Background: an optimization exercise with open tools, aiming at a short achievable clock period and few clock cycles per item. Do not read the settings as production practice. Only simulation tests tie the RTL to the original design; equivalence was not proved. Power is estimated from default activity; no workload was simulated.

Setup of birch:
==> flow/design.v <==
module pcmq (
    input  wire        clk,
    input  wire        rst,
    input  wire        cmd_valid,
    output wire        cmd_ready,
    input  wire [71:0] cmd_word,
    output wire        rsp_valid,
    input  wire        rsp_ready,
    output wire [71:0] rsp_word
);
    localparam [1:0] PH_IDLE = 2'd0, PH_OPEN = 2'd1, PH_FAULTED = 2'd2;
    localparam       MODE_ENC = 1'b0, MODE_DEC = 1'b1;
    localparam [3:0] ST_OK = 4'h0, ST_INVCFG = 4'h1, ST_INVIN = 4'h2,
                     ST_ABORTED = 4'h3, ST_ILLEGAL = 4'h4;
    localparam [1:0] K_DIRECT = 2'd0, K_QNT = 2'd1, K_DQN = 2'd2;
    localparam integer DEPTH = 8;   
    reg        rdy_q;
    reg  [3:0] occ;           
    reg  [2:0] wr_ptr, rd_ptr;
    reg  [3:0] fcnt;          
    reg        rsp_v;
    reg [71:0] out_q;
    reg [71:0] fifo [0:DEPTH-2];
    assign cmd_ready = !rst && rdy_q;
    assign rsp_valid = !rst && rsp_v;
    assign rsp_word  = out_q;
    wire acc = cmd_valid && rdy_q;
    wire del = rsp_ready && rsp_v;
    wire [3:0] occ_n = occ + {3'b0, acc} - {3'b0, del};
    wire out_free = !rsp_v || rsp_ready;
    wire f_ne     = (fcnt != 4'd0);
    wire f_pop    = out_free && f_ne;
    wire f_push;              
    reg        v0;
    reg [71:0] cmd_q;
    reg [1:0]  phase;
    reg        mode;
    reg [5:0]  bd;
    reg [71:0] erep;
    reg [30:0] cm;            
    reg [5:0]  csh;           
    wire [3:0]  op    = cmd_q[71:68];
    wire [2:0]  rsv   = cmd_q[67:65];
    wire        flag  = cmd_q[64];
    wire [63:0] data  = cmd_q[63:0];
    wire [7:0]  top   = cmd_q[71:64];
    wire is_benc = (rsv == 3'b0) && (op == 4'h1) && !flag && (data[63:6] == 58'b0);
    wire is_bdec = (rsv == 3'b0) && (op == 4'h2) && !flag && (data[63:6] == 58'b0);
    wire is_qnt  = (rsv == 3'b0) && (op == 4'h3);
    wire is_dqn  = (rsv == 3'b0) && (op == 4'h4) && (data[63:38] == 26'b0);
    wire is_end  = (rsv == 3'b0) && (op == 4'h5) && !flag && (data == 64'b0);
    wire [5:0]  new_bd   = data[5:0];
    wire        bd_valid = (new_bd >= 6'd2) && (new_bd <= 6'd32);
    reg [30:0] new_m;
    integer i;
    always @(*) begin
        for (i = 0; i < 31; i = i + 1)
            new_m[i] = ({1'b0, new_bd} > (i + 1));
    end
    wire [31:0] m32   = {1'b0, cm};
    reg  [31:0] m_rev;
    always @(*) begin
        for (i = 0; i < 32; i = i + 1)
            m_rev[i] = m32[31 - i];
    end
    wire signed [63:0] s_in  = data;
    wire signed [63:0] pmfix = {m32, 32'b0};
    wire signed [63:0] nmfix = -pmfix;
    wire        s_hi  = s_in > pmfix;
    wire        s_lo  = s_in < nmfix;
    wire [63:0] v_sum = data + {m32, m_rev};
    wire        cinv    = flag;
    wire [5:0]  clen    = data[37:32];
    wire [31:0] cbits   = data[31:0];
    wire [31:0] bmask   = {m32[30:0], 1'b1};                
    wire        code_ok = !cinv && (clen == bd) && ((cbits & ~bmask) == 32'b0);
    reg        v1;
    reg [1:0]  kind1;
    reg [71:0] r1;            
    reg        hi1, lo1;
    reg [30:0] m1;
    reg [5:0]  sh1;
    reg [5:0]  bd1;
    wire [31:0] m1_32 = {1'b0, m1};
    wire [30:0] qa   = r1[63:33];
    wire [32:0] qlow = r1[32:0];
    wire [32:0] qb   = qlow >> sh1;
    wire [31:0] qt   = {1'b0, qa} + qb[31:0];
    wire [31:0] dn   = r1[31:0];
    wire        dnk  = |(dn & ~m1_32);                      
    reg  [31:0] dd;                                         
    always @(*) begin
        for (i = 0; i < 32; i = i + 1)
            dd[i] = m1_32[i] ? dn[i] : !dnk;
    end
    wire [31:0] dnl  = dn << (sh1 - 6'd1);                  
    reg        v2;
    reg [1:0]  kind2;
    reg [71:0] r2;            
    reg        hi2, lo2;
    reg [30:0] a2;
    reg [31:0] t2;
    reg [30:0] m2;
    reg        nk2;
    reg [5:0]  bd2;
    wire [31:0] m2_32 = {1'b0, m2};
    wire        c1    = t2 >= m2_32;
    wire        c2    = t2 >= {m2_32[30:0], 1'b0};
    wire [31:0] qsum  = {1'b0, a2} + {30'b0, c2, c1 & !c2} + {31'b0, c1 & c2};
    wire [31:0] qv    = hi2 ? (m2_32 + 32'd1) : (lo2 ? 32'd0 : qsum);
    wire [63:0] dqv   = {r2[63:32], 32'b0} - {{31{!nk2}}, !nk2, r2[31:0]};
    reg  [71:0] res3;
    always @(*) begin
        case (kind2)
        K_QNT:   res3 = {ST_OK, 3'b0, 1'b0, 26'b0, bd2, qv};
        K_DQN:   res3 = {ST_OK, 3'b0, 1'b0, dqv};
        default: res3 = r2;
        endcase
    end
    assign f_push = v2 && !(out_free && !f_ne);
    always @(posedge clk) begin
        cmd_q <= cmd_word;
        if (f_push)
            fifo[wr_ptr] <= res3;
        if (out_free)
            out_q <= f_ne ? fifo[rd_ptr] : res3;
        r2    <= r1;
        kind2 <= kind1;
        hi2   <= hi1;
        lo2   <= lo1;
        a2    <= qa;
        t2    <= qt;
        m2    <= m1;
        bd2   <= bd1;
        nk2   <= dnk;
        if (kind1 == K_DQN)
            r2[63:0] <= {dd, dnl};
        if (rst) begin
            rdy_q  <= 1'b1;
            occ    <= 4'd0;
            wr_ptr <= 3'd0;
            rd_ptr <= 3'd0;
            fcnt   <= 4'd0;
            rsp_v  <= 1'b0;
            v0     <= 1'b0;
            v1     <= 1'b0;
            v2     <= 1'b0;
            phase  <= PH_IDLE;
        end else begin
            occ   <= occ_n;
            rdy_q <= (occ_n < DEPTH);
            v0    <= acc;
            v1    <= v0;
            v2    <= v1;
            if (f_push)
                wr_ptr <= (wr_ptr == DEPTH - 2) ? 3'd0 : wr_ptr + 3'd1;
            if (f_pop)
                rd_ptr <= (rd_ptr == DEPTH - 2) ? 3'd0 : rd_ptr + 3'd1;
            fcnt  <= fcnt + {3'b0, f_push} - {3'b0, f_pop};
            if (out_free)
                rsp_v <= f_ne || v2;
            if (v0) begin
                kind1 <= K_DIRECT;
                case (phase)
                PH_IDLE: begin
                    if (is_benc || is_bdec) begin
                        mode <= is_bdec ? MODE_DEC : MODE_ENC;
                        bd   <= new_bd;
                        cm   <= new_m;
                        csh  <= 6'd34 - new_bd;
                        if (bd_valid) begin
                            phase <= PH_OPEN;
                            r1    <= {ST_OK, 3'b0, 1'b0, 58'b0, new_bd};
                        end else begin
                            phase <= PH_FAULTED;
                            r1    <= {ST_INVCFG, 3'b0, 1'b0, 58'b0, new_bd};
                            erep  <= {ST_INVCFG, 3'b0, 1'b0, 58'b0, new_bd};
                        end
                    end else begin
                        r1 <= {ST_ILLEGAL, 3'b0, 1'b0, 56'b0, top};
                    end
                end
                PH_OPEN: begin
                    if (is_qnt && mode == MODE_ENC) begin
                        if (flag) begin
                            phase <= PH_FAULTED;
                            r1    <= {ST_INVIN, 3'b0, 1'b1, data};
                            erep  <= {ST_INVIN, 3'b0, 1'b1, data};
                        end else begin
                            kind1 <= K_QNT;
                            r1    <= {8'b0, v_sum};
                        end
                    end else if (is_dqn && mode == MODE_DEC) begin
                        if (code_ok) begin
                            kind1 <= K_DQN;
                            r1    <= {40'b0, cbits};
                        end else begin
                            phase <= PH_FAULTED;
                            r1    <= {ST_INVIN, 3'b0, cinv, 18'b0, bd, 2'b0, clen, cbits};
                            erep  <= {ST_INVIN, 3'b0, cinv, 18'b0, bd, 2'b0, clen, cbits};
                        end
                    end else if (is_end) begin
                        phase <= PH_IDLE;
                        r1    <= 72'b0;
                    end else begin
                        phase <= PH_FAULTED;
                        r1    <= {ST_ILLEGAL, 3'b0, 1'b0, 56'b0, top};
                        erep  <= {ST_ILLEGAL, 3'b0, 1'b0, 56'b0, top};
                    end
                end
                default: begin  
                    if (is_end) begin
                        phase <= PH_IDLE;
                        r1    <= erep;
                    end else begin
                        r1    <= {ST_ABORTED, 3'b0, 1'b0, 64'b0};
                    end
                end
                endcase
            end
        end
        hi1 <= s_hi;
        lo1 <= s_lo;
        m1  <= cm;
        sh1 <= csh;
        bd1 <= bd;
    end
endmodule
Settings: LEC_CHECK=0, CAP_MARGIN=20, CORE_MARGIN=2, CORE_UTILIZATION=40, SLEW_MARGIN=20; clock period 16.0 ns.
standard.sh (not shown) runs the stock make flow with config.mk's settings and CLKGATE_MAP_FILE= SYNTH_SCRIPT=/design/flow/synth_recipe.tcl, a recipe that flattens the netlist after the stock synthesis.
==> flow/flow/run.sh <==
#!/bin/bash
set -euo pipefail
export SETUP_SLACK_MARGIN=9.3
export BUFFER_PORTS_ARGS="-buffer_cell sky130_fd_sc_hd__buf_4"
bash standard.sh > flow_make.log 2>&1
birch reached the end of the flow, and the finished layout is clean on the timing, DRC and antenna checks.
Testbench counts of birch, summed over its fixed seeds: cycles 7,463, items 7,431.
--- input diff birch..cedar ---
--- a/flow/design.v
+++ b/flow/design.v
@@ -13,24 +13,19 @@
     localparam [3:0] ST_OK = 4'h0, ST_INVCFG = 4'h1, ST_INVIN = 4'h2,
                      ST_ABORTED = 4'h3, ST_ILLEGAL = 4'h4;
     localparam [1:0] K_DIRECT = 2'd0, K_QNT = 2'd1, K_DQN = 2'd2;
-    localparam integer DEPTH = 8;   
+    localparam integer DEPTH = 8;
     reg        rdy_q;
     reg  [3:0] occ;           
     reg  [2:0] wr_ptr, rd_ptr;
     reg  [3:0] fcnt;          
     reg        rsp_v;
-    reg [71:0] out_q;
-    reg [71:0] fifo [0:DEPTH-2];
+    reg [71:0] fifo [0:DEPTH-1];
     assign cmd_ready = !rst && rdy_q;
     assign rsp_valid = !rst && rsp_v;
-    assign rsp_word  = out_q;
+    assign rsp_word  = fifo[rd_ptr];
     wire acc = cmd_valid && rdy_q;
     wire del = rsp_ready && rsp_v;
     wire [3:0] occ_n = occ + {3'b0, acc} - {3'b0, del};
-    wire out_free = !rsp_v || rsp_ready;
-    wire f_ne     = (fcnt != 4'd0);
-    wire f_pop    = out_free && f_ne;
-    wire f_push;              
     reg        v0;
     reg [71:0] cmd_q;
     reg [1:0]  phase;
@@ -117,13 +112,10 @@
         default: res3 = r2;
         endcase
     end
-    assign f_push = v2 && !(out_free && !f_ne);
     always @(posedge clk) begin
         cmd_q <= cmd_word;
-        if (f_push)
+        if (v2)
             fifo[wr_ptr] <= res3;
-        if (out_free)
-            out_q <= f_ne ? fifo[rd_ptr] : res3;
         r2    <= r1;
         kind2 <= kind1;
         hi2   <= hi1;
@@ -152,13 +144,12 @@
             v0    <= acc;
             v1    <= v0;
             v2    <= v1;
-            if (f_push)
-                wr_ptr <= (wr_ptr == DEPTH - 2) ? 3'd0 : wr_ptr + 3'd1;
-            if (f_pop)
-                rd_ptr <= (rd_ptr == DEPTH - 2) ? 3'd0 : rd_ptr + 3'd1;
-            fcnt  <= fcnt + {3'b0, f_push} - {3'b0, f_pop};
-            if (out_free)
-                rsp_v <= f_ne || v2;
+            if (v2)
+                wr_ptr <= wr_ptr + 3'd1;
+            if (del)
+                rd_ptr <= rd_ptr + 3'd1;
+            fcnt  <= fcnt + {3'b0, v2} - {3'b0, del};
+            rsp_v <= (fcnt + {3'b0, v2} - {3'b0, del}) != 4'd0;
             if (v0) begin
                 kind1 <= K_DIRECT;
                 case (phase)
[summary]
Between birch and cedar, the global router's overall resource usage is higher for cedar.
Combinational share of power ended up 3.3 points lower on cedar than on birch.
Re part of the Yosys area used for sequential elements: birch and cedar aren't equal, and the lower value belongs to birch.
Between birch and cedar, the wire length of the first global-routing pass does not differ in any meaningful way.
Sequential share of layout area: cedar higher than birch
Diff birch -> cedar: number of ordinary and repair buffers in the finished layout moved up, routed wire length moved up, final critical-path setup slack moved up, peak supply drop moved up.
Testbench counts of cedar, summed over its fixed seeds: cycles 7,463, items 7,431.

what the ideal ports hide:
Ports are ideal in the flow. The routed layouts listed here were re-timed in OpenROAD. Step 1 sets driving cells, clkbuf_16 on the clock port and buf_2 on the other inputs (assumed; they add their load-dependent delay and slew). Step 2 moves the port delays by t, midway between the first and last clock arrival at a register: inputs arrive t later, outputs are due t later. That takes back most of the time a late clock gives input paths. a / b / c = ideal / step 1 / step 2; a / b = the first two.
run | t, ns | setup WS [ns] | worst setup path at the end
birch | 0.821 | 9.281 / 9.190 / 9.190 | input to output
cedar | 0.805 | 9.285 / 9.207 / 9.207 | input to output
After both steps setup and hold are still met in every run listed. For birch, which loses most, drivers alone change the setup slack by -0.091 ns; drivers and shift together by -0.091 ns.
